What follows belongs to an exercise in optimizing a design on an open flow for small area, a short achievable clock period and few clock cycles; a production flow would make more cautious choices.
Only simulation tests tie the RTL to the original design; equivalence was not proved.
Power is estimated from default activity; no workload was simulated.

==> design.v <==
module pissoff_det (
    input  wire        clk,
    input  wire        rst,           
    input  wire        cmd_valid,
    output wire        cmd_ready,
    input  wire [31:0] cmd_data,
    input  wire        cmd_timer,     
    output reg         rsp_valid,
    output wire [31:0] rsp_data,
    output wire [3:0]  rsp_fault,
    output reg         adc_req,
    input  wire        adc_valid,
    input  wire [9:0]  adc_data,
    output reg         emit,
    output reg         ind
);
    localparam [7:0] OP_MEASURE   = 8'h20;
    localparam [7:0] OP_GET_AVG   = 8'h21;
    localparam [7:0] OP_START     = 8'h22;
    localparam [7:0] OP_STOP      = 8'h23;
    localparam [7:0] OP_TICK      = 8'h24;
    localparam [7:0] OP_IS_ALARM  = 8'h25;
    localparam [7:0] OP_CALIBRATE = 8'h26;
    localparam [7:0] OP_ARM_BLINK = 8'h30;
    localparam [7:0] OP_DISARM    = 8'h31;
    localparam [7:0] OP_READ_REG  = 8'h40;
    localparam [3:0] F_NONE        = 4'h0;
    localparam [3:0] F_ILLEGAL     = 4'h1;
    localparam [3:0] F_RESERVED    = 4'h2;
    localparam [3:0] F_WRONG_AGENT = 4'h3;
    localparam [3:0] F_PMODE_BUSY  = 4'h6;
    localparam [3:0] F_BAD_REGNO   = 4'h7;
    localparam [3:0] F_UNWRITTEN   = 4'h9;
    localparam [1:0] PM_OFF = 2'd0, PM_BLINK = 2'd1, PM_DETECT = 2'd2;
    localparam [1:0] K_MEAS = 2'd0, K_AVG = 2'd1, K_TICK = 2'd2, K_CAL = 2'd3;
    reg         rdy;             
    reg         dec;             
    reg         run;             
    reg         xd;              
    reg         cfirst;          
    reg  [1:0]  kind;
    reg  [1:0]  pmode;
    reg  [8:0]  thresh;
    reg         thresh_valid;
    reg  [7:0]  pos;
    reg         neg;
    reg         started;         
    reg         derr;            
    reg  [4:0]  cj;              
    reg  [9:0]  sr;              
    reg         sv;              
    reg         og;              
    reg         fin;             
    reg  [3:0]  sc;              
    reg  [1:0]  ph;              
    reg  [2:0]  iv;              
    reg  [13:0] acc;
    reg  [9:0]  sprev;
    reg  [12:0] bsum;
    reg  [13:0] dsum;
    reg  [29:0] W;
    assign cmd_ready = rdy;
    assign rsp_data  = {6'd0, W[25:0]};
    assign rsp_fault = W[29:26];
    wire [7:0] c_op    = W[15:8];
    wire [7:0] c_a8    = W[7:0];
    wire       c_rsvnz = W[16];
    wire       c_tmr   = W[17];
    wire op_meas  = (c_op == OP_MEASURE);
    wire op_avg   = (c_op == OP_GET_AVG);
    wire op_start = (c_op == OP_START);
    wire op_stop  = (c_op == OP_STOP);
    wire op_tick  = (c_op == OP_TICK);
    wire op_alarm = (c_op == OP_IS_ALARM);
    wire op_cal   = (c_op == OP_CALIBRATE);
    wire op_arm   = (c_op == OP_ARM_BLINK);
    wire op_dis   = (c_op == OP_DISARM);
    wire op_rreg  = (c_op == OP_READ_REG);
    wire c_known = op_meas | op_avg | op_start | op_stop | op_tick | op_alarm |
                   op_cal | op_arm | op_dis | op_rreg;
    wire pm_off = (pmode == PM_OFF);
    wire pm_blk = (pmode == PM_BLINK);
    wire pm_det = (pmode == PM_DETECT);
    wire regno_ok = (c_a8 == 8'h0C) || (c_a8[7:3] == 5'b00010);
    wire regno_unwritten = ((c_a8 == 8'h10) && !thresh_valid) ||
                           ((c_a8 == 8'h12 || c_a8 == 8'h13 || c_a8 == 8'h14) && !started);
    reg [3:0] c_fault;
    always @(*) begin
        c_fault = F_NONE;
        if (!c_known)
            c_fault = F_ILLEGAL;
        else if (c_rsvnz || (!op_rreg && c_a8 != 8'd0))
            c_fault = F_RESERVED;
        else if (c_tmr != op_tick)
            c_fault = F_WRONG_AGENT;
        else if (((op_meas || op_avg || op_dis) && pm_det) ||
                 ((op_start || op_cal || op_arm) && !pm_off) ||
                 (op_stop && pm_blk))
            c_fault = F_PMODE_BUSY;
        else if (op_tick && !pm_det)
            c_fault = F_WRONG_AGENT;
        else if (op_rreg && !regno_ok)
            c_fault = F_BAD_REGNO;
        else if ((op_tick && !thresh_valid) || (op_alarm && !started) ||
                 (op_rreg && regno_unwritten))
            c_fault = F_UNWRITTEN;
    end
    wire c_ok = (c_fault == F_NONE);
    wire alarm = (pos[7:3] != 5'd0) || (pos[2] && pos[1:0] != 2'd0);
    reg [9:0] reg_rdata;
    always @(*) begin
        case (c_a8[4:0])
            5'h0C:   reg_rdata = {8'd0, pmode};
            5'h10:   reg_rdata = {1'b0, thresh};
            5'h11:   reg_rdata = {9'd0, thresh_valid};
            5'h12:   reg_rdata = {2'd0, pos};
            5'h13:   reg_rdata = {9'd0, neg};
            5'h14:   reg_rdata = {9'd0, alarm};
            5'h15:   reg_rdata = {9'd0, ind};
            5'h17:   reg_rdata = {7'd0, derr, derr, 1'b0};
            default: reg_rdata = 10'd0;
        endcase
    end
    wire c_measuring = op_meas | op_avg | op_tick | op_cal;
    wire [1:0] c_kind = {op_tick | op_cal, op_avg | op_cal};
    wire [9:0] c_rdata = !c_ok    ? 10'd0 :
                         op_alarm ? {9'd0, alarm} :
                         op_rreg  ? reg_rdata :
                         op_tick  ? {1'b0, thresh} : 10'd0;
    wire take    = adc_req & adc_valid;
    wire adv     = take | xd;
    wire sc_wrap = (sc == 4'd15);
    wire [1:0] ph_n = sc_wrap ? {ph == 2'd1, ph == 2'd0} : ph;
    wire iv_inc  = sc_wrap && (ph == 2'd2);
    wire [13:0] acc_sum;
    wire [9:0]  ovs     = acc[13:4];
    wire [9:0]  df;
    wire        dnb;                                  
    wire        dneg    = !dnb;
    wire [9:0]  ad      = df ^ {10{dneg}};
    wire [13:0] dsum_sum;
    wire [12:0] bsum_sum;
    pd_add #(14) u_acc  (.a((sc == 4'd1) ? 14'd0 : acc), .b({4'd0, sr}), .ci(1'b0),
                         .s(acc_sum), .co());
    pd_add #(10) u_df   (.a(ovs), .b(~sprev), .ci(1'b1), .s(df), .co(dnb));
    pd_add #(14) u_dsum (.a(((ph == 2'd2) && (iv == 3'd0)) ? 14'd0 : dsum), .b({4'd0, ad}),
                         .ci(dneg), .s(dsum_sum), .co());
    pd_add #(13) u_bsum (.a((iv == 3'd0) ? 13'd0 : bsum), .b({3'd0, ovs}), .ci(1'b0),
                         .s(bsum_sum), .co());
    wire [9:0]  A    = dsum[13:4];                    
    wire [9:0]  head = ~bsum[12:3];                   
    wire [9:0]  dvs  = {head[9:1], head[0] | (bsum[12:3] == 10'h3FF)};
    wire kwin  = sv && run && (iv == 3'd7);
    wire kload = kwin && (ph == 2'd1) && (sc == 4'd2);
    wire kmul  = kwin && (ph == 2'd1) && (sc >= 4'd3) && (sc <= 4'd12);
    wire kdiv  = kwin && (ph == 2'd2) && (sc >= 4'd1) && (sc <= 4'd10);
    wire xmul  = xd && ((ph == 2'd0) || ((ph == 2'd1) && (sc < 4'd4)));
    wire xopen = (ph == 2'd0) && (sc < 4'd10);
    wire xdiv  = xd && (((ph == 2'd1) && (sc >= 4'd4)) || ((ph == 2'd2) && (sc < 4'd8)));
    wire xdone = xd && (ph == 2'd2) && (sc == 4'd8);
    wire [9:0]  opnd = xd ? (xopen ? A : 10'd0) : dvs;
    wire [10:0] msum;
    pd_add #(10) u_mul (.a(W[29:20]), .b({10{W[10]}} & opnd), .ci(1'b0),
                        .s(msum[9:0]), .co(msum[10]));
    wire [9:0]  dv   = xd ? dvs : 10'd1000;
    wire [10:0] rp   = {W[29:20], W[19]};
    wire [10:0] dd;
    wire        dge;
    pd_add #(11) u_div (.a(rp), .b(~{1'b0, dv}), .ci(1'b1), .s(dd), .co(dge));
    wire [9:0]  rn   = dge ? dd[9:0] : rp[9:0];
    wire hit;
    pd_add #(11) u_hit (.a({A, 1'b0}), .b(~{W[19:10], (W[29:20] != 10'd0)}), .ci(1'b1),
                        .s(), .co(hit));
    wire        qsat  = (W[19:16] != 4'd0);
    wire        q300  = (W[19:9] != 11'd0) ||
                        (W[8:0] >= 9'd300);
    wire [8:0]  ct5;
    pd_add #(9) u_ct5 (.a(W[8:0]), .b(9'd5), .ci(1'b0), .s(ct5), .co());
    wire        ct_hi   = (W[8:0] >= 9'd295);
    wire        stopcal = (cj == 5'd31) || ct_hi;
    wire        keep_sampling = (kind == K_CAL) && !cfirst && !stopcal;
    wire dec_resp = dec && (!c_ok || !c_measuring);
    wire dec_meas = dec && c_ok && c_measuring;
    wire avg_resp = run && og && (kind == K_AVG);
    wire fin_tick = run && fin && (kind == K_TICK);
    wire fin_x    = run && fin && ((kind == K_MEAS) || (kind == K_CAL && cfirst));
    wire fin_cal  = run && fin && (kind == K_CAL) && !cfirst;
    wire cal_done = fin_cal && (hit ? ct_hi : (cj == 5'd31));
    wire cal_more = fin_cal && !cal_done && stopcal;
    wire ct_step  = fin_cal && hit && !ct_hi;
    wire x_meas   = xdone && (kind == K_MEAS);
    wire x_calerr = xdone && (kind == K_CAL) && q300;
    wire x_calgo  = xdone && (kind == K_CAL) && !q300;
    wire r01      = fin_tick || cal_done || x_calerr;
    wire respond  = dec_resp || avg_resp || r01 || x_meas;
    wire s_cap  = rdy;
    wire s_dec  = dec;
    wire s_avg  = avg_resp;
    wire s_r01  = r01;
    wire s_xm   = x_meas;
    wire s_ct   = ct_step;
    wire s_ld   = kload || fin_x;
    wire s_mul  = kmul || xmul;
    wire s_div  = kdiv || xdiv;
    wire s_none = !(s_cap || s_dec || s_avg || s_r01 || s_xm || s_ct || s_ld || s_mul || s_div);
    wire s_lo   = s_none || ((s_ld || s_mul || s_div) && !xd);    
    wire [29:0] keep_m = {{12{s_none || s_cap || s_ct}}, {9{s_none || s_ct}}, 9'd0} |
                         {20'd0, {10{s_lo}}};
    wire [29:0] w_cap  = {12'd0, cmd_timer, (cmd_data[23:8] != 16'd0), cmd_data[31:24], cmd_data[7:0]};
    wire [29:0] w_resp = s_dec ? {c_fault, 16'd0, c_rdata} :
                         s_avg ? {20'd0, ovs} :
                         {29'd0, cal_done && !hit};
    wire [29:0] w_xm   = {4'd0, head, W[15:0] | {16{qsat}}};
    wire [29:0] w_ld   = {10'd0, fin_x ? 10'd1000 : {1'b0, W[8:0]}, 10'd0};
    wire [29:0] w_mul  = {msum, W[19:11], W[10:1]};
    wire [29:0] w_div  = {rn, W[18:10], xd ? W[9] : dge, W[8:0], dge};
    wire [29:0] w_ct   = {21'd0, ct5};
    wire [29:0] W_next = (keep_m & W) |
                         ({30{s_cap}} & w_cap) |
                         ({30{s_dec || s_avg || s_r01}} & w_resp) |
                         ({30{s_xm}} & w_xm) |
                         ({30{s_ct}} & w_ct) |
                         ({{20{s_ld}}, 10'd0} & w_ld) |
                         ({{20{s_mul}}, {10{s_mul && xd}}} & w_mul) |
                         ({{20{s_div}}, {10{s_div && xd}}} & w_div);
    always @(posedge clk) begin
        sr <= adc_data;
        sv <= take;
        og <= sv && (sc == 4'd0);
        fin <= og && (ph == 2'd0) && (iv == 3'd0) && run && (kind != K_AVG);
        if (dec || xdone) begin
            sc <= 4'd0;
            ph <= 2'd0;
            iv <= 3'd0;
        end else if (adv) begin
            sc <= sc + 4'd1;
            ph <= ph_n;
            if (iv_inc) iv <= iv + 3'd1;
        end
        if (sv) acc <= acc_sum;
        if (og) begin
            if (ph == 2'd1) bsum <= bsum_sum;
            if (ph != 2'd1) dsum <= dsum_sum;
            if (ph != 2'd0) sprev <= ovs;
        end
        W <= W_next;
        if (take) begin
            emit <= (ph_n == 2'd1) && (kind != K_AVG);
            if (sc_wrap && ((kind == K_AVG) ||
                            ((ph == 2'd2) && (iv == 3'd7) && !keep_sampling)))
                adc_req <= 1'b0;
        end
        if (dec_meas || cal_more || x_calgo)
            adc_req <= 1'b1;
        if (x_calgo) begin
            cj     <= 5'd0;
            cfirst <= 1'b0;
        end
        if (fin_cal) begin
            if (hit) cj <= 5'd0;
            else     cj <= cj + 5'd1;
        end
        if (fin_x) xd <= 1'b1;
        if (xdone) xd <= 1'b0;
        if (dec_meas) begin
            run    <= 1'b1;
            kind   <= c_kind;
            cfirst <= 1'b1;
        end
        if (dec && c_ok) begin
            if (op_start) begin
                pos     <= 8'd0;
                neg     <= 1'b0;
                started <= 1'b1;
                pmode   <= PM_DETECT;
            end
            if (op_stop || (op_dis && pm_blk))
                pmode <= PM_OFF;
            if (op_arm)
                pmode <= PM_BLINK;
            if (op_start || op_stop || (op_dis && pm_blk))
                ind <= 1'b0;
        end
        if (fin_tick) begin
            if (hit) begin
                pos <= pos + 8'd1;
                neg <= 1'b0;
            end else begin
                if (neg) pos <= 8'd0;
                neg <= !neg;
            end
            ind <= hit;
        end
        if (cal_done && !hit) begin
            thresh       <= ct5;
            thresh_valid <= 1'b1;
        end
        if ((cal_done && hit) || x_calerr)
            derr <= 1'b1;
        dec <= rdy && cmd_valid;
        if (cmd_valid) rdy <= 1'b0;
        rsp_valid <= respond;
        if (respond) begin
            rdy <= 1'b1;
            run <= 1'b0;
        end
        if (rst) begin
            rdy          <= 1'b1;
            dec          <= 1'b0;
            run          <= 1'b0;
            xd           <= 1'b0;
            adc_req      <= 1'b0;
            emit         <= 1'b0;
            ind          <= 1'b0;
            rsp_valid    <= 1'b0;
            pmode        <= PM_OFF;
            thresh_valid <= 1'b0;
            started      <= 1'b0;
            derr         <= 1'b0;
        end
    end
endmodule
module pd_add #(parameter N = 8) (
    input  wire [N-1:0] a,
    input  wire [N-1:0] b,
    input  wire         ci,
    output wire [N-1:0] s,
    output wire         co
);
    wire [N:0] c;
    assign c[0] = ci;
    genvar i;
    generate
        for (i = 0; i < N; i = i + 1) begin : g
            assign s[i]   = a[i] ^ b[i] ^ c[i];
            assign c[i+1] = (a[i] & b[i]) | (c[i] & (a[i] ^ b[i]));
        end
    endgenerate
    assign co = c[N];
endmodule
==> flow/run.sh <==
#!/bin/bash
# Layout: the standard flow's own ORFS flow (standard.sh, standard synthesis), with the
# port buffers made plain sky130_fd_sc_hd__buf_1 cells.  Every port still
# gets its own buffer.  make's full output goes to flow_make.log here; the
# ORFS tool logs stay under orfs/logs/.
set -euo pipefail
bash standard.sh BUFFER_PORTS_ARGS="-buffer_cell sky130_fd_sc_hd__buf_1" finish > flow_make.log 2>&1
==> standard.sh <==
#!/bin/bash
# synth_recipe.tcl (not shown) runs the flow's synth.tcl, then flattens the netlist and writes it again
# the make line also repeats each setting of config.mk as NAME=value (left out here)
make -C /OpenROAD-flow-scripts/flow DESIGN_CONFIG=/design/flow/config.mk WORK_HOME=/design/flow/orfs CLKGATE_MAP_FILE= SYNTH_SCRIPT=/design/flow/synth_recipe.tcl "${@:-finish}"
==> config.mk <==
export PLATFORM = sky130hd
export DESIGN_NAME = pissoff_det
export DESIGN_NICKNAME = pissoff_det
export VERILOG_FILES = /design/flow/design.v
export SDC_FILE = /design/flow/constraint.sdc
export NUM_CORES = 4
export LEC_CHECK = 0
export CAP_MARGIN = 20
export CORE_MARGIN = 2
export CORE_UTILIZATION = 40
export CTS_BUF_LIST = sky130_fd_sc_hd__clkbuf_8
export CTS_CLUSTER_DIAMETER = 200
export CTS_CLUSTER_SIZE = 30
export SLEW_MARGIN = 20
==> constraint.sdc <==
create_clock -name core_clock -period 55.0 [get_ports {clk}]
set_input_delay 11.0000 -clock core_clock [delete_from_list [all_inputs] [get_ports {clk}]]
set_output_delay 11.0000 -clock core_clock [all_outputs]
set_load 0.01 [all_outputs]
==> summary.txt, run 1 <==
* Max frequency at 79.8 MHz
* Number of cells on the worst hold path at 2
* Number of rows created at floorplan at 55
* Overall overflow remaining after global route at 0
* Met1 Use GR at 0.327
* Total number of H-tree levels at 4
* Crit-path leading delay family: flip-flops
* Biggest cell delay along the critical path at 0.83 ns
* Cell leakage power at 0.00390 uW
* Vias at 7778
* Seq/Total Area, Yosys at 0.378
* Maximum number of pins on one net before global-route repair at 27
* R2R depth at 28
* Worst VDD drop at 0.0164 mV
* Sum of negative setup slack at 0 ns
* Most instantiated flip-flop cell in the synthesis netlist: sky130_fd_sc_hd__dfxtp_1
* Antenna violations before repair at 1
* Critical path buffer and inverter count at 1
* Worst slew pin tran at 1.14 ns
* Ports at 88
* Skew-Pair Late Insertion Delay at 0.47 ns
* Total core area at 22800 sq um
* Busiest layer in global routing: met2
* Post-DR vias/cell at 5.74
* Maximum number of buffers from clock root to sink at 2
* Biggest area consumer among synthesized cells: sky130_fd_sc_hd__edfxtp_1
* Average detailed-routed wire length per instance at 20.0 microns
* Clock skew at 0.0148 ns
* Die Span Y at 157 microns
* Data arrival time of the critical path at 1.53 ns
* Warnings, synthesis at 1
* Slowest cell on the critical path: sky130_fd_sc_hd__dfxtp_1
* Post_cts resized at 0
* Hold violation count in the final report at 0
* Power per Cell Area at 23.1 nW/um^2
* Share of the synthesized area in the top cell type at 0.219
* Fin crit share at 0.228
* Hold buffer count at cts at 0
* Data required time at the worst endpoint at 44.00 ns
* Met3 track demand over resource in global routing at 0.0482
* Synth Instances at 973
* Hold Worst Slack at 0.469 ns
* Number of antenna diodes at 0
* Worst setup EP type: output port
* Horiz. Die Dim at 157 microns
* Number of clock sinks at 142
* Result of the run: complete, no violations
* Unrepaired setup endpoints after global routing: no
* Final net count at 1175
* Netlist area before placement at 9330 sq um
* Async set-reset flop share out of synthesis at 0
* CP cell instances: buf_1
* Hold crit path type: flip-flop to flip-flop
* Time the final worst path needs with I/O delays and setup at 12.53 ns
* Clock root buffer master: sky130_fd_sc_hd__clkbuf_8
* Kind of critical path: flip-flop to output port
* Layout cells sized above 1 at 0.0633
* Logic depth of the worst path, buffers included at 1
* Remaining DRCs at 0
* Global-route wire length before repair at 42400 microns
* Global-route total usage across every layer at 0.228
* Number of violations of the max-capacitance limit at 0
* Number of global-route vias before repair at 7411
* Maximum fanout along the worst path at 18
* DRC violation total after the first TritonRoute iteration at 802
* Count of buffers added by post-CTS timing repair for setup at 0
* CTS tree: done
* Worst setup SP type: flip-flop
* GPL Wtd Cong at 0.929
* Cell variety after synth at 78
* Effective utilization at floorplan at 0.410
* Wire length after detailed routing at 27100 microns
* Cell count after placement at 1323
* Headroom to the max-slew limit at 0.235
* Post-synthesis sequential element count at 142
* Die footprint at 24600 sq um
* Signed area change from the synthesized netlist to the final layout at 9.95%
* Pre-Repair DR Iteration Count at 5
* Routed Antenna Nets at 0
* Number of non-filler instances in the completed layout at 1355
* Number of enable-type register cells in the synthesized netlist at 68
* Synthesized area divided by synthesized cell count at 9.59 sq um
* Estimated wirelength of the detail-placed design at 20400 microns
* Number of setup violations in the final report at 0
* Number of buffers created by CTS at 17
* Max-slew violations at 0
* Buffers on Ports at 81
* Clock slew seen by the registers of the worst setup and hold paths at 0.09 ns
* Synth area leaders: sky130_fd_sc_hd__edfxtp_1, sky130_fd_sc_hd__dfxtp_1, sky130_fd_sc_hd__fa_1, sky130_fd_sc_hd__ha_1, sky130_fd_sc_hd__inv_1
* Global-route met2 utilization at 0.339
## worst register-to-register path: cells and delay by family, from the launching register on
kind / cells / cell delay, ns
buffers and inverters: 4 / 0.33
adders and majority gates: 22 / 7.90
DFF: 1 / 0.46
xor gates and xnor gates: 2 / 0.26
## registers in the layout (all words and copies together) (netlist names), 2 cells and up
signal and count:
W 30, acc 14, bsum 13, cj 5, dsum 14, iv 3, kind 2, ph 2
pmode 2, pos 8, sc 4, sprev 10, sr 10, thresh 9
## report_power, final
| group | switching, uW | internal [uW] | total [uW] |
|---|---|---|---|
| logic | 15.8 | 9.76 | 25.6 |
| registers | 6.58 | 113 | 119 |
| clock network | 46.3 | 45.5 | 91.8 |
## layer usage
metal / part of all wire / vias to the layer above
met5: 0 / -
met4: 0.025 / 0
met3: 0.093 / 54
met2: 0.43 / 429
met1: 0.45 / 3706
li1: - / 3589
## path summary, 6_finish.rpt
kind	from	endpoint	slack, ns
setup reg to reg	acc[4]	dsum[13]	45.82
setup / recovery	W[2]	rsp_data[2]	42.47
hold / removal	derr	derr	0.47
hold reg to reg	derr	derr	0.47
## stage by stage
stage          power [uW]  cell area [sq um]  worst slack, ns  utilization
2_1_floorplan         137               9350            43.01            -
3_3_place_gp          146               9840            42.80        0.432
3_5_place_dp          146               9840            42.75        0.432
4_1_cts               237              10300            42.47        0.450
5_1_grt               245              10300            42.42        0.450
6_report              237              10300            42.47        0.450
## cells in the mapped netlist, drive strengths merged (7+ instances only)
master	number
nand2b	12
dfxtp	74
nand3	18
a221oi	23
nor4	10
nor3	17
o211ai	10
a31oi	12
ha	45
a21oi	48
xnor2	17
inv	89
or3	8
o221ai	8
edfxtp	68
xor2	7
o21ai	71
nor2	67
and3	11
o22ai	10
nor2b	12
nand2	78
fa	54
buf	15
and2	37
nand4	12
a22oi	19
clkbuf	41
## logic make-up (layout without fill, tap and decap cells)
kind of cell | after synthesis | in the layout | share of synthesized area
buffers and inverters | 146 | 210 | 0.0637
adders and majority gates | 99 | 99 | 0.176
DFF | 142 | 142 | 0.378
AOI/OAI and AO/OA | 244 | 244 | 0.177
other | 1 | 6 | 0.000402
muxes | 7 | 7 | 0.00778
xor gates and xnor gates | 24 | 24 | 0.0225
and+or+nand+nor | 310 | 310 | 0.175
## final cells by class
class / count / area, sq um
Clock buffer: 17 / 234
Clock inverter: 15 / 184
Fill cell: 2181 / 12500
Inverter: 90 / 338
Multi-Input combinational cell: 690 / 5230
Sequential cell: 142 / 3520
Tap cell: 313 / 392
Timing Repair Buffer: 88 / 357
## layout by cell type (no fill, tap or decap), types with 9 or more instances in the layout
master / instances
sky130_fd_sc_hd__nor2b_1: 12
sky130_fd_sc_hd__inv_1: 89
sky130_fd_sc_hd__o22ai_1: 10
sky130_fd_sc_hd__clkbuf_8: 17
sky130_fd_sc_hd__fa_1: 54
sky130_fd_sc_hd__buf_1: 81
sky130_fd_sc_hd__a22oi_1: 19
sky130_fd_sc_hd__nand3_1: 18
sky130_fd_sc_hd__nand2b_1: 12
sky130_fd_sc_hd__xnor2_1: 17
sky130_fd_sc_hd__a221oi_1: 23
sky130_fd_sc_hd__o211ai_1: 10
sky130_fd_sc_hd__nand4_1: 12
sky130_fd_sc_hd__o21ai_0: 58
sky130_fd_sc_hd__o21ai_2: 10
sky130_fd_sc_hd__nor3_1: 16
sky130_fd_sc_hd__and3_1: 11
sky130_fd_sc_hd__ha_1: 45
sky130_fd_sc_hd__dfxtp_1: 74
sky130_fd_sc_hd__nor4_1: 9
sky130_fd_sc_hd__a31oi_1: 12
sky130_fd_sc_hd__nand2_1: 78
sky130_fd_sc_hd__edfxtp_1: 68
sky130_fd_sc_hd__a21oi_1: 46
sky130_fd_sc_hd__nor2_1: 67
sky130_fd_sc_hd__and2_1: 36
Testbench counts, summed over its fixed seeds: cycles 267,872.
==> run 2, diff against run 1 <==
==> flow/run.sh (replaced) <==
#!/bin/bash
set -euo pipefail
here=$PWD
R=$here/orfs/results/sky130hd/pissoff_det/base
LIB=$FLOW_HOME/platforms/sky130hd/lib/sky130_fd_sc_hd__tt_025C_1v80.lib
EXTRA=(
  "BUFFER_PORTS_ARGS=-buffer_cell sky130_fd_sc_hd__buf_1"
  "CTS_ARGS=-sink_clustering_enable -repair_clock_nets -buf_list sky130_fd_sc_hd__clkbuf_8 -dont_use_dummy_load"
)
bash standard.sh "${EXTRA[@]}" synth > flow_synth.log 2>&1

cp "$R/1_2_yosys.v" "$here/std_netlist.v"
sed -e "s#@LIB@#$LIB#g" -e "s#@IN@#$here/std_netlist.v#g" -e "s#@OUT@#$here/reopt_netlist.v#g" \
    -e "s#@ABC@#$here/flow/area.abc#g" flow/reopt.ys > reopt_run.ys
# keep the re-mapped netlist only if Yosys proves it equivalent to the
# standard one (flip-flops paired by instance name)
if yosys -s reopt_run.ys > flow_reopt.log 2>&1 &&
   sed -e "s#@LIB@#$LIB#g" -e "s#@IN@#$here/std_netlist.v#g" -e "s#@OUT@#$here/reopt_netlist.v#g" \
       flow/equiv.ys > equiv_run.ys &&
   yosys -s equiv_run.ys > flow_equiv.log 2>&1; then
  cp "$here/reopt_netlist.v" "$R/1_2_yosys.v"
  rm -f "$R/1_synth.odb" "$R/1_synth.sdc"
fi

bash standard.sh "${EXTRA[@]}" finish > flow_finish.log 2>&1
==> flow/area.abc (new file) <==
strash
dch
map -a
topo
stime -p
==> flow/equiv.ys (new file) <==
# Prove the re-mapped netlist equivalent to the standard synthesis netlist.
read_liberty -ignore_miss_func @LIB@
read_verilog @IN@
rename pissoff_det gold
read_verilog @OUT@
rename pissoff_det gate
flatten gold gate
equiv_make gold gate equiv
hierarchy -top equiv
equiv_simple -seq 2
equiv_induct
equiv_status -assert
==> flow/reopt.ys (new file) <==
# Re-map the combinational logic of the standard synthesis netlist for area.
# Flip-flops, adder cells and tie cells stay black boxes, so every register
# keeps its instance name and its cell type.
read_liberty -ignore_miss_func @LIB@
read_verilog @IN@
hierarchy -top pissoff_det
blackbox sky130_fd_sc_hd__dfxtp_1 sky130_fd_sc_hd__dfxtp_2 sky130_fd_sc_hd__dfxtp_4 sky130_fd_sc_hd__edfxtp_1 sky130_fd_sc_hd__fa_1 sky130_fd_sc_hd__ha_1 sky130_fd_sc_hd__conb_1
flatten -noscopeinfo
rename -hide w:*.*
opt_clean -purge
tee -o reopt_before.txt stat
design -stash top
read_liberty -lib @LIB@
design -copy-from top -as pissoff_det pissoff_det
hierarchy -top pissoff_det
abc -liberty @LIB@ -script @ABC@ -dont_use sky130_fd_sc_hd__probe_p_8 -dont_use sky130_fd_sc_hd__probec_p_8 -dont_use sky130_fd_sc_hd__lpflow_* -dont_use sky130_fd_sc_hd__clkdly* -dont_use sky130_fd_sc_hd__dlygate* -dont_use sky130_fd_sc_hd__dlymetal*
opt_clean -purge
hilomap -singleton -hicell sky130_fd_sc_hd__conb_1 HI -locell sky130_fd_sc_hd__conb_1 LO
splitnets
opt_clean -purge
insbuf -buf sky130_fd_sc_hd__buf_4 A X
check -assert
tee -o reopt_after.txt stat -liberty @LIB@
write_verilog -noattr -noexpr -nohex -nodec @OUT@
--- a/config.mk
+++ b/config.mk
@@ -9,6 +9,4 @@
 export CORE_MARGIN = 2
 export CORE_UTILIZATION = 40
 export CTS_BUF_LIST = sky130_fd_sc_hd__clkbuf_8
-export CTS_CLUSTER_DIAMETER = 200
-export CTS_CLUSTER_SIZE = 30
 export SLEW_MARGIN = 20
==> run 2 against run 1 <==
Compared with the run above:
- still clean on timing, DRC and antenna
- register-to-register slack worse by 0.03 ns
- wire length down 2.9%
- sequential power about the same
- power is 14% lower
- sequential share of layout area grew 1.3 points
- utilization down 0.17 points
- clock-buffer cell count unchanged
- final area shrank 3.7%
- worst setup slack improved by 0.14 ns
- non-clock buffer count is 3 higher
- synthesized cell count grew 5.7%
- critical path type unchanged
- largest cell class unchanged
==> summary.txt, run 2 <==
* Result of the run: complete, no violations
* GPL Wtd Cong at 0.934
* Hold crit path type: flip-flop to flip-flop
* Number of setup violations in the final report at 0
* Number of buffers created by CTS at 17
* Global-route wire length before repair at 41600 microns
* Hold violation count in the final report at 0
* Fin crit share at 0.225
* Data arrival time of the critical path at 1.38 ns
* Critical path buffer and inverter count at 1
* Vias at 7770
* Die Span Y at 154 microns
* Data required time at the worst endpoint at 44.00 ns
* Hold Worst Slack at 0.471 ns
* Worst setup EP type: output port
* Global-route total usage across every layer at 0.227
* Largest regs: W (30), acc (14), dsum (14)
* Number of violations of the max-capacitance limit at 0
* Synth Instances at 1028
* Leading cell types in the layout, fill and taps excluded: sky130_fd_sc_hd__clkinv_1, sky130_fd_sc_hd__nor2_1, sky130_fd_sc_hd__nand2_1, sky130_fd_sc_hd__buf_1, sky130_fd_sc_hd__dfxtp_1
* Maximum number of buffers from clock root to sink at 2
* Crit-path leading delay family: flip-flops
* Total core area at 22000 sq um
* Clock root buffer master: sky130_fd_sc_hd__clkbuf_8
* Die footprint at 23800 sq um
* Worst setup SP type: flip-flop
* DRC violation total after the first TritonRoute iteration at 731
* CTS tree: done
* Wire length after detailed routing at 26300 microns
* Cell leakage power at 0.00349 uW
* Maximum fanout along the worst path at 16
* Routed Antenna Nets at 0
* Number of rows created at floorplan at 54
* Kind of critical path: flip-flop to output port
* Biggest cell delay along the critical path at 0.71 ns
* Antenna violations before repair at 0
* Clock skew at 0.0225 ns
* Final net count at 1271
* Hold buffer count at cts at 0
* Worst VDD drop at 0.0129 mV
* Largest register FFs at 30
* Power per Cell Area at 20.5 nW/um^2
* Pre-Repair DR Iteration Count at 6
* Post-DR vias/cell at 5.54
* Horiz. Die Dim at 154 microns
* Estimated wirelength of the detail-placed design at 20700 microns
* Reg-to-reg slack, setup at 45.79 ns
* Max-slew violations at 0
* Total number of H-tree levels at 4
* Count of buffers added by post-CTS timing repair for setup at 0
* Ports at 88
* Post_cts resized at 0
* Number of antenna diodes at 0
* CP cell instances: buf_1
* Unrepaired setup endpoints after global routing: no
* Number of non-filler instances in the completed layout at 1403
* Skew-Pair Late Insertion Delay at 0.45 ns
* Buffers on Ports at 81
* Remaining DRCs at 0
* Maximum number of pins on one net before global-route repair at 24
* Signed area change from the synthesized netlist to the final layout at 9.40%
* Slowest cell on the critical path: sky130_fd_sc_hd__dfxtp_1
* Layout cells sized above 1 at 0.0258
* Effective utilization at floorplan at 0.410
* Max frequency at 80.7 MHz
* Filler Cells Inserted at 2210
* Headroom to the max-slew limit at 0.217
* Netlist area before placement at 9030 sq um
* Utilization after layout at 0.449
* Register ranked first by flip-flop count: W
* Time the final worst path needs with I/O delays and setup at 12.38 ns
* Average detailed-routed wire length per instance at 18.7 microns
* Warnings, synthesis at 1
* Number of global-route vias before repair at 7533
* Synthesized area divided by synthesized cell count at 8.79 sq um
* Overall overflow remaining after global route at 0
* Most frequent standard cell in the layout excluding fill and tap cells: sky130_fd_sc_hd__clkinv_1
* Clock slew seen by the registers of the worst setup and hold paths at 0.07 ns
* Number of clock sinks at 142
* Cell count after placement at 1385
* Sum of negative setup slack at 0 ns
* Worst slew pin tran at 1.14 ns
[run 2: changes by cell type in the layout (fill, tap and decap cells not counted), moves of 11 or more]
cell / previous run / this run
sky130_fd_sc_hd__and2_1: 36 / 0
sky130_fd_sc_hd__and3_1: 11 / 0
sky130_fd_sc_hd__clkinv_1: 2 / 198
sky130_fd_sc_hd__inv_1: 89 / 0
sky130_fd_sc_hd__nand2_1: 78 / 115
sky130_fd_sc_hd__nand2b_1: 12 / 0
sky130_fd_sc_hd__nor2_1: 67 / 126
sky130_fd_sc_hd__nor2b_1: 12 / 0
sky130_fd_sc_hd__nor3_1: 16 / 27
[run 2: path summary, 6_finish.rpt]
| path | depth (start not counted) | end | start |
|---|---|---|---|
| min reg2reg | 2 | iv[2] | iv[2] |
| min | 2 | iv[2] | iv[2] |
| max | 1 | rsp_data[10] | W[10] |
| max reg2reg | 28 | dsum[13] | acc[4] |
[run 2: per-stage QoR]
step	instance area [sq um]	worst slack (ns)	power, uW
floorplan	9050	42.72	132
global placement	9640	42.49	140
detailed placement	9640	42.41	141
CTS	9870	42.60	203
global route	9880	42.54	211
finish	9880	42.62	202
[run 2: layer usage]
layer	up-vias	GRT usage	routed length, microns	share of wire
li1	3713	-	-	-
met1	3676	0.329	12300	0.47
met2	338	0.340	11200	0.43
met3	43	0.0555	2350	0.089
met4	0	0.0639	502	0.019
met5	-	0	0	0
[run 2: where the power goes]
group	leakage [uW]	internal (uW)	switching, uW
Clock	0.000122	27.3	36.0
Combinational	0.00216	7.53	14.5
Sequential	0.00121	112	4.45
[run 2: final cells by class]
| class | instances | area, sq um | area share |
|---|---|---|---|
| clock buffer | 17 | 234 | 0.0237 |
| inverter | 198 | 743 | 0.0752 |
| multi-input combinational | 675 | 4650 | 0.471 |
| sequential | 142 | 3520 | 0.357 |
| tap | 280 | 350 | 0.0354 |
| timing repair buffer | 91 | 379 | 0.0384 |
==> run 3, diff against run 2 <==
--- a/design.v
+++ b/design.v
@@ -64,7 +64,7 @@
     assign rsp_fault = W[29:26];
     wire [7:0] c_op    = W[15:8];
     wire [7:0] c_a8    = W[7:0];
-    wire       c_rsvnz = W[16];
+    wire       c_rsvnz = W[16] | W[18];
     wire       c_tmr   = W[17];
     wire op_meas  = (c_op == OP_MEASURE);
     wire op_avg   = (c_op == OP_GET_AVG);
@@ -128,10 +128,13 @@
                          op_rreg  ? reg_rdata :
                          op_tick  ? {1'b0, thresh} : 10'd0;
     wire take    = adc_req & adc_valid;
-    wire adv     = take | xd;
+    wire adv     = sv | xd;
     wire sc_wrap = (sc == 4'd15);
-    wire [1:0] ph_n = sc_wrap ? {ph == 2'd1, ph == 2'd0} : ph;
+    wire [1:0] ph_nx = {ph == 2'd1, ph == 2'd0};      
+    wire [1:0] ph_n  = sc_wrap ? ph_nx : ph;
     wire iv_inc  = sc_wrap && (ph == 2'd2);
+    wire [1:0] ph_k1 = ((sv && sc >= 4'd14) || (!sv && sc_wrap)) ? ph_nx : ph;
+    wire last16  = sv ? (sc == 4'd14) : sc_wrap;
     wire [13:0] acc_sum;
     wire [9:0]  ovs     = acc[13:4];
     wire [9:0]  df;
@@ -140,7 +143,7 @@
     wire [9:0]  ad      = df ^ {10{dneg}};
     wire [13:0] dsum_sum;
     wire [12:0] bsum_sum;
-    pd_add #(14) u_acc  (.a((sc == 4'd1) ? 14'd0 : acc), .b({4'd0, sr}), .ci(1'b0),
+    pd_add #(14) u_acc  (.a((sc == 4'd0) ? 14'd0 : acc), .b({4'd0, sr}), .ci(1'b0),
                          .s(acc_sum), .co());
     pd_add #(10) u_df   (.a(ovs), .b(~sprev), .ci(1'b1), .s(df), .co(dnb));
     pd_add #(14) u_dsum (.a(((ph == 2'd2) && (iv == 3'd0)) ? 14'd0 : dsum), .b({4'd0, ad}),
@@ -151,9 +154,9 @@
     wire [9:0]  head = ~bsum[12:3];                   
     wire [9:0]  dvs  = {head[9:1], head[0] | (bsum[12:3] == 10'h3FF)};
     wire kwin  = sv && run && (iv == 3'd7);
-    wire kload = kwin && (ph == 2'd1) && (sc == 4'd2);
-    wire kmul  = kwin && (ph == 2'd1) && (sc >= 4'd3) && (sc <= 4'd12);
-    wire kdiv  = kwin && (ph == 2'd2) && (sc >= 4'd1) && (sc <= 4'd10);
+    wire kload = kwin && (ph == 2'd1) && (sc == 4'd1);
+    wire kmul  = kwin && (ph == 2'd1) && (sc >= 4'd2) && (sc <= 4'd11);
+    wire kdiv  = kwin && (ph == 2'd2) && (sc <= 4'd9);
     wire xmul  = xd && ((ph == 2'd0) || ((ph == 2'd1) && (sc < 4'd4)));
     wire xopen = (ph == 2'd0) && (sc < 4'd10);
     wire xdiv  = xd && (((ph == 2'd1) && (sc >= 4'd4)) || ((ph == 2'd2) && (sc < 4'd8)));
@@ -169,7 +172,7 @@
     pd_add #(11) u_div (.a(rp), .b(~{1'b0, dv}), .ci(1'b1), .s(dd), .co(dge));
     wire [9:0]  rn   = dge ? dd[9:0] : rp[9:0];
     wire hit;
-    pd_add #(11) u_hit (.a({A, 1'b0}), .b(~{W[19:10], (W[29:20] != 10'd0)}), .ci(1'b1),
+    pd_add #(10) u_hit (.a(A), .b(~W[19:10]), .ci(1'b1),
                         .s(), .co(hit));
     wire        qsat  = (W[19:16] != 4'd0);
     wire        q300  = (W[19:9] != 11'd0) ||
@@ -204,14 +207,16 @@
     wire s_div  = kdiv || xdiv;
     wire s_none = !(s_cap || s_dec || s_avg || s_r01 || s_xm || s_ct || s_ld || s_mul || s_div);
     wire s_lo   = s_none || ((s_ld || s_mul || s_div) && !xd);    
-    wire [29:0] keep_m = {{12{s_none || s_cap || s_ct}}, {9{s_none || s_ct}}, 9'd0} |
+    wire [29:0] keep_m = {{11{s_none || s_cap || s_ct}}, {4{s_none || s_ct}}, {6{s_none || s_ct || s_xm}},
+                          {9{s_xm}}} |
                          {20'd0, {10{s_lo}}};
-    wire [29:0] w_cap  = {12'd0, cmd_timer, (cmd_data[23:8] != 16'd0), cmd_data[31:24], cmd_data[7:0]};
+    wire [29:0] w_cap  = {11'd0, (cmd_data[23:16] != 8'd0), cmd_timer, (cmd_data[15:8] != 8'd0),
+                          cmd_data[31:24], cmd_data[7:0]};
     wire [29:0] w_resp = s_dec ? {c_fault, 16'd0, c_rdata} :
                          s_avg ? {20'd0, ovs} :
                          {29'd0, cal_done && !hit};
-    wire [29:0] w_xm   = {4'd0, head, W[15:0] | {16{qsat}}};
-    wire [29:0] w_ld   = {10'd0, fin_x ? 10'd1000 : {1'b0, W[8:0]}, 10'd0};
+    wire [29:0] w_xm   = {4'd0, head, {16{qsat}}};
+    wire [29:0] w_ld   = fin_x ? {10'd0, 10'd1000, 10'd0} : {10'd999, 1'b0, W[8:0], 10'd0};
     wire [29:0] w_mul  = {msum, W[19:11], W[10:1]};
     wire [29:0] w_div  = {rn, W[18:10], xd ? W[9] : dge, W[8:0], dge};
     wire [29:0] w_ct   = {21'd0, ct5};
@@ -226,7 +231,7 @@
     always @(posedge clk) begin
         sr <= adc_data;
         sv <= take;
-        og <= sv && (sc == 4'd0);
+        og <= sv && sc_wrap;
         fin <= og && (ph == 2'd0) && (iv == 3'd0) && run && (kind != K_AVG);
         if (dec || xdone) begin
             sc <= 4'd0;
@@ -245,9 +250,9 @@
         end
         W <= W_next;
         if (take) begin
-            emit <= (ph_n == 2'd1) && (kind != K_AVG);
-            if (sc_wrap && ((kind == K_AVG) ||
-                            ((ph == 2'd2) && (iv == 3'd7) && !keep_sampling)))
+            emit <= (ph_k1 == 2'd1) && (kind != K_AVG);
+            if (last16 && ((kind == K_AVG) ||
+                           ((ph == 2'd2) && (iv == 3'd7) && !keep_sampling)))
                 adc_req <= 1'b0;
         end
         if (dec_meas || cal_more || x_calgo)
--- a/flow/run.sh
+++ b/flow/run.sh
@@ -5,6 +5,8 @@
 LIB=$FLOW_HOME/platforms/sky130hd/lib/sky130_fd_sc_hd__tt_025C_1v80.lib
 EXTRA=(
   "BUFFER_PORTS_ARGS=-buffer_cell sky130_fd_sc_hd__buf_1"
+  "SETUP_SLACK_MARGIN=42.95"
+  "SETUP_MOVE_SEQUENCE=sizeup"
   "CTS_ARGS=-sink_clustering_enable -repair_clock_nets -buf_list sky130_fd_sc_hd__clkbuf_8 -dont_use_dummy_load"
 )
 bash standard.sh "${EXTRA[@]}" synth > flow_synth.log 2>&1
==> run 3 against run 2 <==
Compared with the run above:
- sequential cell count unchanged
- worst hold slack worse by 0.0049 ns
- still clean
- global-route usage down 0.32 points
- synthesized cell count down 1.5%
- critical path type unchanged
- largest power group unchanged
- sequential share of layout area up 0.85 points
- utilization up 0.12 points
- power up 0.60%
- clock-buffer cell count unchanged
- non-clock buffer count down 4
- combinational power about the same
- critical path depth unchanged
- critical endpoint is now rsp_data[8]
- sequential power about the same
==> summary.txt, run 3 <==
* Clock root buffer master: sky130_fd_sc_hd__clkbuf_8
* Horiz. Die Dim at 153 microns
* Sum of negative setup slack at 0 ns
* DRC violation total after the first TritonRoute iteration at 566
* Global-route wire length before repair at 41000 microns
* Critical path buffer and inverter count at 1
* Post-DR vias/cell at 5.50
* Worst Setup SP: W[8]
* Global-route total usage across every layer at 0.224
* Cell leakage power at 0.00347 uW
* Average detailed-routed wire length per instance at 18.3 microns
* Maximum number of pins on one net before global-route repair at 28
* Hold crit path type: flip-flop to flip-flop
* Critical path capture point: rsp_data[8]
* Logic depth of the worst path, buffers included at 1
* Maximum number of buffers from clock root to sink at 2
* Total core area at 21800 sq um
* Result of the run: complete, no violations
* Number of clock sinks at 142
* Power per Cell Area at 20.7 nW/um^2
* Number of violations of the max-capacitance limit at 0
* Die footprint at 23500 sq um
* Hold Worst Slack at 0.467 ns
* Remaining DRCs at 0
* Crit-path leading delay family: flip-flops
* Antenna violations before repair at 0
* Number of setup violations in the final report at 0
* R2R depth at 28
* Worst setup SP type: flip-flop
* Headroom to the max-slew limit at 0.360
* Maximum fanout along the worst path at 13
* Number of global-route vias before repair at 7365
* Vias at 7626
* Worst setup EP type: output port
* Max-slew violations at 0
* Leading cell types in the layout, fill and taps excluded: sky130_fd_sc_hd__clkinv_1, sky130_fd_sc_hd__nor2_1, sky130_fd_sc_hd__nand2_1, sky130_fd_sc_hd__buf_1, sky130_fd_sc_hd__edfxtp_1
* GPL Wtd Cong at 0.916
* Final net count at 1252
* Synth Instances at 1013
* Skew-Pair Late Insertion Delay at 0.46 ns
* Total number of H-tree levels at 4
* Number of buffers created by CTS at 17
* Warnings, synthesis at 1
* Ports at 88
* Clock skew at 0.0244 ns
* Die Span Y at 153 microns
* Kind of critical path: flip-flop to output port
* Layout cells sized above 1 at 0.0606
* Netlist area before placement at 8900 sq um
* Hold path startpoint: iv[2]
* Unrepaired setup endpoints after global routing: yes
* Reg-to-reg slack, setup at 45.88 ns
* Terminus of the critical flop-to-flop path: dsum[13]
* Number of antenna diodes at 0
* Number of rows created at floorplan at 54
* Data required time at the worst endpoint at 44.00 ns
* Buffers on Ports at 81
* Final total power at 203 uW
* Slowest cell on the critical path: sky130_fd_sc_hd__dfxtp_4
* Wire length after detailed routing at 25400 microns
* R2r startpoint: acc[4]
* Count of buffers added by post-CTS timing repair for setup at 0
* Fin crit share at 0.219
* CP cell instances: buf_6
* Pre-Repair DR Iteration Count at 5
* Hold violation count in the final report at 0
* Signed area change from the synthesized netlist to the final layout at 10.4%
* Effective utilization at floorplan at 0.408
* Biggest cell delay along the critical path at 0.45 ns
* Time the final worst path needs with I/O delays and setup at 12.03 ns
* Overall overflow remaining after global route at 0
* Synthesized area divided by synthesized cell count at 8.78 sq um
* Hold buffer count at cts at 0
* Largest register FFs at 30
* Most frequent standard cell in the layout excluding fill and tap cells: sky130_fd_sc_hd__clkinv_1
* Routed Antenna Nets at 0
* Clock slew seen by the registers of the worst setup and hold paths at 0.07 ns
* Worst slew pin tran at 0.957 ns
* Data arrival time of the critical path at 1.03 ns
* Worst VDD drop at 0.0138 mV
* CTS tree: done
* Largest regs: W (30), acc (14), dsum (14)
* Estimated wirelength of the detail-placed design at 19900 microns
* Register ranked first by flip-flop count: W
* Max frequency at 83.1 MHz
==> run 3: changes by cell type in the layout (fill, tap and decap cells not counted), moves of 4 or more <==
cell / before / now
sky130_fd_sc_hd__a21oi_1: 52 / 61
sky130_fd_sc_hd__a31oi_1: 6 / 11
sky130_fd_sc_hd__buf_1: 81 / 70
sky130_fd_sc_hd__buf_4: 10 / 6
sky130_fd_sc_hd__clkbuf_2: 0 / 9
sky130_fd_sc_hd__clkinv_1: 198 / 193
sky130_fd_sc_hd__dfxtp_1: 74 / 46
sky130_fd_sc_hd__dfxtp_2: 0 / 18
sky130_fd_sc_hd__dfxtp_4: 0 / 10
sky130_fd_sc_hd__o211ai_1: 20 / 11
sky130_fd_sc_hd__o21ai_0: 59 / 55
sky130_fd_sc_hd__o221ai_1: 14 / 8
sky130_fd_sc_hd__o22ai_1: 12 / 16
==> run 3: metrics by stage <==
step / utilization / area [sq um] / cells / setup WS, ns
6_report: 0.450 / 9820 / 1386 / 42.97
5_1_grt: 0.450 / 9820 / 1386 / 42.94
4_1_cts: 0.448 / 9770 / 1386 / 42.86
3_5_place_dp: 0.435 / 9500 / 1369 / 42.72
3_3_place_gp: 0.435 / 9500 / 1369 / 42.77
2_1_floorplan: - / 8920 / 1018 / 43.03
==> run 3: how the worst min path moves through the flow <==
| stage | endpoint | slack, ns | cells after the start |
|---|---|---|---|
| 3_3_place_gp | iv[2] | 0.46 | 2 |
| 6_report | iv[2] | 0.47 | 2 |
| 5_1_grt | thresh_valid | 0.49 | 2 |
| 3_5_place_dp | thresh_valid | 0.46 | 2 |
| 4_1_cts | thresh_valid | 0.47 | 2 |
| 2_1_floorplan | thresh_valid | 0.43 | 2 |
==> run 3: per-layer routing <==
| layer | vias up | track usage | share of wire |
|---|---|---|---|
| met2 | 356 | 0.336 | 0.44 |
| met4 | 0 | 0.0600 | 0.020 |
| met5 | - | 0 | 0 |
| met1 | 3592 | 0.324 | 0.45 |
| li1 | 3642 | - | - |
| met3 | 36 | 0.0547 | 0.089 |
==> run 3: final cells by class <==
cell class              count  area [sq um]
fillers                  2204         12000
multi-input cells         667          4550
well taps                 280           350
flip-flops and latches    142          3580
repair buffers             87           375
clock buffers              17           234
inverters                 193           724
==> run 3: timing repair <==
item | in CTS | in global routing
gates resized for setup | 26 | 26
endpoints found under the hold margin | 0 | 0
setup endpoints to repair | 19 | 21
==> run 3: report_power, final <==
part	internal (uW)	switching, uW	leakage, uW
combinational	7.72	14.2	0.00213
clock	27.3	36.8	0.000122
sequential	113	4.57	0.00122
Testbench counts of run 3, summed over its fixed seeds: cycles 267,872.
==> run 4, diff against run 3 <==
--- a/design.v
+++ b/design.v
@@ -143,13 +143,16 @@
     wire [9:0]  ad      = df ^ {10{dneg}};
     wire [13:0] dsum_sum;
     wire [12:0] bsum_sum;
-    pd_add #(14) u_acc  (.a((sc == 4'd0) ? 14'd0 : acc), .b({4'd0, sr}), .ci(1'b0),
-                         .s(acc_sum), .co());
+    wire        e_b  = og && (ph == 2'd1);            
+    wire        e_d  = og && (ph != 2'd1);            
+    pd_add #(14) u_acc  (.a((sv && sc == 4'd0) ? 14'd0 : acc), .b({4'd0, sv ? sr : 10'd0}),
+                         .ci(1'b0), .s(acc_sum), .co());
     pd_add #(10) u_df   (.a(ovs), .b(~sprev), .ci(1'b1), .s(df), .co(dnb));
-    pd_add #(14) u_dsum (.a(((ph == 2'd2) && (iv == 3'd0)) ? 14'd0 : dsum), .b({4'd0, ad}),
-                         .ci(dneg), .s(dsum_sum), .co());
-    pd_add #(13) u_bsum (.a((iv == 3'd0) ? 13'd0 : bsum), .b({3'd0, ovs}), .ci(1'b0),
-                         .s(bsum_sum), .co());
+    pd_add #(14) u_dsum (.a((e_d && (ph == 2'd2) && (iv == 3'd0)) ? 14'd0 : dsum),
+                         .b({4'd0, e_d ? ad : 10'd0}), .ci(e_d && dneg),
+                         .s(dsum_sum), .co());
+    pd_add #(13) u_bsum (.a((e_b && (iv == 3'd0)) ? 13'd0 : bsum), .b({3'd0, e_b ? ovs : 10'd0}),
+                         .ci(1'b0), .s(bsum_sum), .co());
     wire [9:0]  A    = dsum[13:4];                    
     wire [9:0]  head = ~bsum[12:3];                   
     wire [9:0]  dvs  = {head[9:1], head[0] | (bsum[12:3] == 10'h3FF)};
@@ -242,12 +245,10 @@
             ph <= ph_n;
             if (iv_inc) iv <= iv + 3'd1;
         end
-        if (sv) acc <= acc_sum;
-        if (og) begin
-            if (ph == 2'd1) bsum <= bsum_sum;
-            if (ph != 2'd1) dsum <= dsum_sum;
-            if (ph != 2'd0) sprev <= ovs;
-        end
+        acc  <= acc_sum;
+        bsum <= bsum_sum;
+        dsum <= dsum_sum;
+        if (og && (ph != 2'd0)) sprev <= ovs;
         W <= W_next;
         if (take) begin
             emit <= (ph_k1 == 2'd1) && (kind != K_AVG);
==> run 4 against run 3 <==
Compared with the run above:
- still clean on timing, DRC and antenna
- sequential cell count did not move
- register-to-register slack got worse by 0.38 ns
- power rose by 14%
- critical path type unchanged
- critical endpoint is now cmd_ready
- largest cell class unchanged
- largest power group unchanged
==> summary.txt, run 4 <==
* Sum of negative setup slack at 0 ns
* Largest register FFs at 30
* CP cell instances: buf_12, buf_6
* Worst VDD drop at 0.0143 mV
* Global-route met2 utilization at 0.347
* Count of buffers added by post-CTS timing repair for setup at 0
* Clock root buffer master: sky130_fd_sc_hd__clkbuf_8
* Hold violation count in the final report at 0
* Max-slew violations at 0
* Logic depth of the worst path, buffers included at 2
* Maximum fanout along the worst path at 19
* Max frequency at 82.9 MHz
* Synthesized area divided by synthesized cell count at 8.24 sq um
* Power per Cell Area at 24.0 nW/um^2
* Worst Setup SP: rdy
* Ports at 88
* Result of the run: complete, no violations
* Estimated wirelength of the detail-placed design at 20300 microns
* Layout cells sized above 1 at 0.0784
* GPL Wtd Cong at 0.942
* Die footprint at 23000 sq um
* Number of global-route vias before repair at 7440
* Remaining DRCs at 0
* Number of setup violations in the final report at 0
* Area of the multi-input gates at 4710 sq um
* Number of antenna diodes at 0
* Final net count at 1296
* Reg-to-reg slack, setup at 45.50 ns
* Data required time at the worst endpoint at 44.00 ns
* Busiest layer in global routing: met1
* Vias at 7809
* Total number of H-tree levels at 4
* CTS tree: done
* Final total power at 233 uW
* Filler Cells Inserted at 2172
* Register ranked first by flip-flop count: W
* Met3 track demand over resource in global routing at 0.0497
* R2R depth at 31
* Time the final worst path needs with I/O delays and setup at 12.07 ns
* Kind of critical path: flip-flop to output port
* Critical path capture point: cmd_ready
* Number of violations of the max-capacitance limit at 0
* Warnings, synthesis at 1
* Unrepaired setup endpoints after global routing: yes
* Data arrival time of the critical path at 1.07 ns
* Number of buffers created by CTS at 17
* Netlist area before placement at 8710 sq um
* Most frequent standard cell in the layout excluding fill and tap cells: sky130_fd_sc_hd__clkinv_1
* Clock skew at 0.0274 ns
* Die Span Y at 152 microns
* Cell leakage power at 0.00343 uW
* Worst setup SP type: flip-flop
* Critical path buffer and inverter count at 2
* Number of clock sinks at 142
* Biggest cell delay along the critical path at 0.34 ns
* Overall overflow remaining after global route at 0
* Buffers on Ports at 81
* Global-route total usage across every layer at 0.237
* Signed area change from the synthesized netlist to the final layout at 11.4%
* Horiz. Die Dim at 152 microns
* Clock slew seen by the registers of the worst setup and hold paths at 0.09 ns
* Antenna violations before repair at 0
* Maximum number of pins on one net before global-route repair at 20
* Skew-Pair Late Insertion Delay at 0.46 ns
* Maximum number of buffers from clock root to sink at 2
* Average detailed-routed wire length per instance at 18.3 microns
* Crit-path leading delay family: flip-flops
* Sequential standard cell area at 3190 sq um
* Wire length after detailed routing at 26000 microns
* Post-DR vias/cell at 5.49
* Fin crit share at 0.219
* Global-route wire length before repair at 41000 microns
* Hold crit path type: flip-flop to flip-flop
* Pre-Repair DR Iteration Count at 5
* Total core area at 21200 sq um
* DRC violation total after the first TritonRoute iteration at 740
* Largest regs: W (30), acc (14), dsum (14)
* Headroom to the max-slew limit at 0.227
* Terminus of the critical flop-to-flop path: dsum[13]
* Slowest cell on the critical path: sky130_fd_sc_hd__dfxtp_2
* Met1 Use GR at 0.348
* R2r startpoint: acc[4]
* Worst setup EP type: output port
* Worst slew pin tran at 1.16 ns
* Number of rows created at floorplan at 53
* Routed Antenna Nets at 0
* Effective utilization at floorplan at 0.410
* Leading cell types in the layout, fill and taps excluded: sky130_fd_sc_hd__clkinv_1, sky130_fd_sc_hd__nor2_1, sky130_fd_sc_hd__nand2_1, sky130_fd_sc_hd__dfxtp_1, sky130_fd_sc_hd__buf_1
* Synth Instances at 1056
[run 4: timing repair]
item | 4_1_cts | 5_1_grt
cloned | 0 | 0
hold buffers | 0 | 0
gates resized for setup | 52 | 35
endpoints found under the hold margin | 0 | 0
setup endpoints to repair | 28 | 26
[run 4: how the worst min path moves through the flow]
| stage | from | end | slack [ns] | depth (start not counted) |
|---|---|---|---|---|
| floorplan | acc[4] | sprev[0] | 0.42 | 0 |
| global placement | acc[4] | sprev[0] | 0.42 | 0 |
| detailed placement | acc[4] | sprev[0] | 0.43 | 0 |
| CTS | acc[4] | sprev[0] | 0.47 | 0 |
| global route | started | started | 0.49 | 2 |
| finish | acc[4] | sprev[0] | 0.46 | 0 |
[run 4: layer usage]
metal | vias up | wire length (microns)
li1 | 3734 | -
met1 | 3667 | 12200
met2 | 363 | 11000
met3 | 45 | 2140
met4 | 0 | 629
met5 | - | 0
[run 4: area by class of cell]
| type | count | area share |
|---|---|---|
| Multi-Input combinational cell | 696 | 0.486 |
| Sequential cell | 142 | 0.329 |
| Inverter | 207 | 0.0801 |
| Timing Repair Buffer | 86 | 0.0449 |
| Tap cell | 275 | 0.0355 |
| Clock buffer | 17 | 0.0241 |
[run 4: stage by stage]
stage / utilization / hold WS, ns / setup slack (ns) / std cells / instance area [sq um]
global placement: 0.438 / 0.419 / 42.79 / 1406 / 9290
CTS: 0.453 / 0.467 / 42.90 / 1423 / 9620
floorplan: - / 0.416 / 43.02 / 1061 / 8720
detailed placement: 0.438 / 0.434 / 42.71 / 1406 / 9290
global route: 0.457 / 0.489 / 42.89 / 1423 / 9690
finish: 0.457 / 0.458 / 42.93 / 1423 / 9690
[run 4: power breakdown]
group          leakage (uW)  internal (uW)  total (uW)  switching (uW)
combinational       0.00212           17.4        43.0            25.5
sequential          0.00119            114         126            12.1
clock              0.000122           27.3        63.7            36.4
total               0.00343            159         233            74.0
Testbench counts of run 4, summed over its fixed seeds: cycles 267,872.
==> run 5, diff against run 4 <==
==> flow/area.abc (replaced) <==
strash
&get -n
&deepsyn -T 60
&put
dch -f
map -a
topo
stime -p
==> run 5 against run 4 <==
Compared with the run above:
- power rose by 12%
- still clean
- sequential power is 9% higher
- worst hold slack improved by 0.040 ns
- utilization is 0.18 points higher
- synthesized area decreased by 4.4%
- critical path type unchanged
- sequential cell count unchanged
- critical path depth is the same
- maximum frequency fell by 0.30%
- die area shrank 4.3%
- non-clock buffer count grew 1
- clock power fell by 2%
==> summary.txt, run 5 <==
* Total number of H-tree levels at 4
* Remaining DRCs at 0
* Worst slew pin tran at 0.992 ns
* Max-slew violations at 0
* Headroom to the max-slew limit at 0.336
* Hold violation count in the final report at 0
* Effective utilization at floorplan at 0.410
* Power per Cell Area at 28.0 nW/um^2
* Largest register FFs at 30
* Overall overflow remaining after global route at 0
* Antenna violations before repair at 0
* Global-route total usage across every layer at 0.237
* Hold crit path type: flip-flop to flip-flop
* Maximum number of buffers from clock root to sink at 2
* Data required time at the worst endpoint at 44.00 ns
* Cell leakage power at 0.00334 uW
* Routed Antenna Nets at 0
* Worst setup SP type: flip-flop
* Time the final worst path needs with I/O delays and setup at 12.10 ns
* Utilization after layout at 0.459
* Placed Instance Area at 8910 sq um
* Maximum fanout along the worst path at 24
* Clock root buffer master: sky130_fd_sc_hd__clkbuf_8
* Number of violations of the max-capacitance limit at 0
* Netlist area before placement at 8320 sq um
* Die footprint at 22000 sq um
* Number of clock sinks at 142
* Ports at 88
* Count of buffers added by post-CTS timing repair for setup at 0
* Fin crit share at 0.220
* Number of antenna diodes at 0
* Estimated wirelength of the detail-placed design at 19800 microns
* Number of setup violations in the final report at 0
* Number of cells on the worst hold path at 2
* Kind of critical path: flip-flop to output port
* Global-route wire length before repair at 39900 microns
* GPL Wtd Cong at 0.945
* Data arrival time of the critical path at 1.10 ns
* Layout cells sized above 1 at 0.0692
* Sum of negative setup slack at 0 ns
* Final net count at 1218
* Most frequent standard cell in the layout excluding fill and tap cells: sky130_fd_sc_hd__clkinv_1
* Synth Instances at 977
* Horiz. Die Dim at 148 microns
* R2R depth at 30
* DRC violation total after the first TritonRoute iteration at 806
* Leading cell types in the layout, fill and taps excluded: sky130_fd_sc_hd__clkinv_1, sky130_fd_sc_hd__nor2_1, sky130_fd_sc_hd__nand2_1, sky130_fd_sc_hd__dfxtp_1, sky130_fd_sc_hd__buf_1
* Register ranked first by flip-flop count: W
* Total core area at 20300 sq um
* Maximum number of pins on one net before global-route repair at 25
* Max frequency at 82.6 MHz
* Pre-Repair DR Iteration Count at 7
* Design Area, Final at 9310 sq um
* Post-DR vias/cell at 5.42
* CTS tree: done
* Number of global-route vias before repair at 6975
* Signed area change from the synthesized netlist to the final layout at 11.9%
* Warnings, synthesis at 1
* Result of the run: complete, no violations
* Unrepaired setup endpoints after global routing: yes
* Clock skew at 0.0264 ns
* Wire length after detailed routing at 24700 microns
* Die Span Y at 148 microns
* Number of buffers created by CTS at 17
* Clock slew seen by the registers of the worst setup and hold paths at 0.08 ns
* Number of rows created at floorplan at 52
* Worst VDD drop at 0.0139 mV
* Skew-Pair Late Insertion Delay at 0.46 ns
* Worst setup EP type: output port
* Buffers on Ports at 81
* Vias at 7267
* Largest regs: W (30), acc (14), dsum (14)
* Synthesized area divided by synthesized cell count at 8.52 sq um
* Average detailed-routed wire length per instance at 18.4 microns
## run 5: worst paths after layout
kind / startpoint / to / slack [ns]
min: iv[2] / iv[2] / 0.50
max: rdy / cmd_ready / 42.90
max reg2reg: acc[4] / dsum[12] / 45.71
min reg2reg: iv[2] / iv[2] / 0.50
## run 5: per-layer routing
metal | wire (microns) | up-vias | GRT usage
li1 | - | 3474 | -
met1 | 11500 | 3416 | 0.352
met2 | 10600 | 348 | 0.348
met3 | 2280 | 29 | 0.0586
met4 | 369 | 0 | 0.0576
met5 | 0 | - | 0
## run 5: through the flow
step / power, uW / hold WS [ns] / setup WS [ns] / cells
after floorplan: 177 / 0.439 / 43.14 / 982
after global placement: 198 / 0.473 / 42.97 / 1323
after detailed placement: 200 / 0.484 / 42.91 / 1323
after CTS: 262 / 0.501 / 42.89 / 1340
after global routing: 278 / 0.520 / 42.86 / 1340
final: 261 / 0.498 / 42.90 / 1340
## run 5: repair_timing
| action | 4_1_cts | 5_1_grt |
|---|---|---|
| setup endpoints to repair | 24 | 26 |
| hold buffers | 0 | 0 |
| cloned | 0 | 0 |
| gates resized for setup | 51 | 29 |
## run 5: cell type report
| type | count | area (sq um) |
|---|---|---|
| Inverter | 201 | 754 |
| Multi-Input combinational cell | 623 | 4350 |
| Timing Repair Buffer | 87 | 440 |
| Tap cell | 270 | 338 |
| Sequential cell | 142 | 3190 |
| Fill cell | 2068 | 11000 |
| Clock buffer | 17 | 234 |
## run 5: critical path, stage by stage (launching register included)
cell,delay [ns]
sky130_fd_sc_hd__dfxtp_2,0.35
sky130_fd_sc_hd__buf_12,0.18
sky130_fd_sc_hd__buf_6,0.12
## run 5: where the power goes
part	switching [uW]	internal [uW]	total [uW]	leakage (uW)
Clock	35.2	27.2	62.4	0.000122
Sequential	16.9	120	137	0.00121
Combinational	37.3	24.5	61.7	0.00201
Total	89.3	172	261	0.00334
==> run 6, diff against run 5 <==
--- a/design.v
+++ b/design.v
@@ -199,7 +199,7 @@
     wire x_calgo  = xdone && (kind == K_CAL) && !q300;
     wire r01      = fin_tick || cal_done || x_calerr;
     wire respond  = dec_resp || avg_resp || r01 || x_meas;
-    wire s_cap  = rdy;
+    wire s_cap  = !run && !dec;                       
     wire s_dec  = dec;
     wire s_avg  = avg_resp;
     wire s_r01  = r01;
==> flow/area.abc (replaced) <==
strash
&get -n
&deepsyn -T 60
&dch -f
&nf -R 1000 -p -F 8 -A 4 -a
&put
topo
stime -p
==> run 6 against run 5 <==
Compared with the run above:
- still clean
- final area is 0.95% lower
- first-iteration DRC count is 46% lower
- register-to-register slack worse by 0.15 ns
- utilization is 0.14 points lower
- die area is 1.2% lower
- critical endpoint is now rsp_data[8]
==> summary.txt, run 6 <==
* Routed length on met1 at 9990 microns
* Slowest cell on the critical path: sky130_fd_sc_hd__dfxtp_4
* Hold buffer count at cts at 0
* Wire length on met2 at 10500 microns
* Placed Instance Area at 8830 sq um
* Terminus of the critical flop-to-flop path: dsum[12]
* Critical path buffer and inverter count at 1
* Total number of H-tree levels at 4
* Synth Instances at 859
* Clk pwr share at 0.257
* Data required time at the worst endpoint at 44.00 ns
* Effective utilization at floorplan at 0.407
* Worst VDD drop at 0.0233 mV
* Antenna violations before repair at 0
* Most frequent standard cell in the layout excluding fill and tap cells: sky130_fd_sc_hd__dfxtp_1
* Maximum fanout along the worst path at 16
* Worst setup EP type: output port
* Number of antenna diodes at 0
* Final net count at 1104
* Hold crit path type: flip-flop to flip-flop
* Clock slew seen by the registers of the worst setup and hold paths at 0.07 ns
* DRC violation total after the first TritonRoute iteration at 434
* Fin crit share at 0.220
* Reg-to-reg slack, setup at 45.56 ns
* Max-slew violations at 0
* Remaining DRCs at 0
* Global-route wire length before repair at 35700 microns
* Result of the run: complete, no violations
* Warnings, synthesis at 1
* Unrepaired setup endpoints after global routing: yes
* Average detailed-routed wire length per instance at 18.2 microns
* Signed area change from the synthesized netlist to the final layout at 12.3%
* Filler Cells Inserted at 1989
* Headroom to the max-slew limit at 0.351
* Cell leakage power at 0.00348 uW
* Estimated wirelength of the detail-placed design at 17200 microns
* Layout cells sized above 1 at 0.0764
* Utilization after layout at 0.457
* Vias at 6661
* Design Area, Final at 9220 sq um
* Hold violation count in the final report at 0
* Number of clock sinks at 142
* Wire length after detailed routing at 22300 microns
* Time the final worst path needs with I/O delays and setup at 12.09 ns
* Overall overflow remaining after global route at 0
* Maximum number of pins on one net before global-route repair at 25
* CP cell instances: buf_6
* Number of rows created at floorplan at 52
* Number of violations of the max-capacitance limit at 0
* Routed Antenna Nets at 0
* Biggest cell delay along the critical path at 0.50 ns
* Sum of negative setup slack at 0 ns
* Pre-Repair DR Iteration Count at 5
* Horiz. Die Dim at 147 microns
* CTS tree: done
* Register ranked first by flip-flop count: W
* Crit-path leading delay family: flip-flops
* Number of setup violations in the final report at 0
* Clock root buffer master: sky130_fd_sc_hd__clkbuf_8
* Number of global-route vias before repair at 6469
* Worst setup SP type: flip-flop
* Power share of the combinational group at 0.193
* Power per Cell Area at 26.3 nW/um^2
* Largest register FFs at 30
* Die footprint at 21700 sq um
* Worst slew pin tran at 0.964 ns
* Total core area at 20200 sq um
* Logic depth of the worst path, buffers included at 1
* Data arrival time of the critical path at 1.09 ns
* Synthesized area divided by synthesized cell count at 9.56 sq um
* Leading cell types in the layout, fill and taps excluded: sky130_fd_sc_hd__dfxtp_1, sky130_fd_sc_hd__clkinv_1, sky130_fd_sc_hd__nand2_1, sky130_fd_sc_hd__nor2_1, sky130_fd_sc_hd__buf_1
* Switching power as a share of total power at 0.315
* Critical path capture point: rsp_data[8]
* Clock skew at 0.0379 ns
* Kind of critical path: flip-flop to output port
* Ports at 88
* Global-route total usage across every layer at 0.212
* Uppermost layer routed: met4
* Die Span Y at 147 microns
* Power dissipated by switching net loads at 76.4 uW
* Max frequency at 82.7 MHz
* Internal at 166 uW
* Skew-Pair Late Insertion Delay at 0.45 ns
* Largest regs: W (30), acc (14), dsum (14)
* Netlist area before placement at 8210 sq um
* Buffers on Ports at 81
* Post-DR vias/cell at 5.43
* Reg power frac at 0.551
* Detailed route wirelength on metal3 at 1380 microns
* R2R depth at 30
* R2r startpoint: acc[4]
* Hold path startpoint: derr
* Number of buffers created by CTS at 17
* Maximum number of buffers from clock root to sink at 2
* Worst Setup SP: W[8]
* GPL Wtd Cong at 0.876
## run 6: stage by stage
stage	std cells	hold WS, ns	power [uW]	setup WS (ns)
final	1226	0.446	242	42.91
after global routing	1226	0.464	258	42.88
after CTS	1226	0.448	244	42.90
after detailed placement	1209	0.439	181	42.69
after global placement	1209	0.434	180	42.74
after floorplan	864	0.409	164	42.85
## run 6: layer usage
metal / track usage / up-vias
li1: - / 3238
met1: 0.289 / 3181
met2: 0.346 / 220
met3: 0.0413 / 22
met4: 0.0596 / 0
met5: 0 / -
## run 6: final cells by class
cell class	count	area, sq um	share of cell area
multi-input cells	630	4720	0.512
flip-flops and latches	142	3190	0.346
repair buffers	90	453	0.0491
well taps	270	338	0.0366
inverters	77	289	0.0313
clock buffers	17	234	0.0254
## run 6: worst min path at each step
stage,endpoint,slack (ns),cells past startpoint
final,derr,0.45,2
after global routing,derr,0.46,2
after CTS,derr,0.45,2
after detailed placement,derr,0.44,2
after global placement,derr,0.43,2
after floorplan,derr,0.41,2
## run 6: what timing repair did
item	CTS	global route
endpoints found under the setup margin	27	19
buffers inserted	0	0
gates resized for setup	54	21
## run 6: power by group through the flow
stage,Clock (uW),Sequential [uW],Combinational (uW)
finish,62.2,133,46.7
global route,68.2,135,55.0
CTS,63.8,134,46.8
detailed placement,0,135,45.8
global placement,0,135,44.6
floorplan,0,129,35.1
Testbench counts of run 6, summed over its fixed seeds: cycles 267,872.
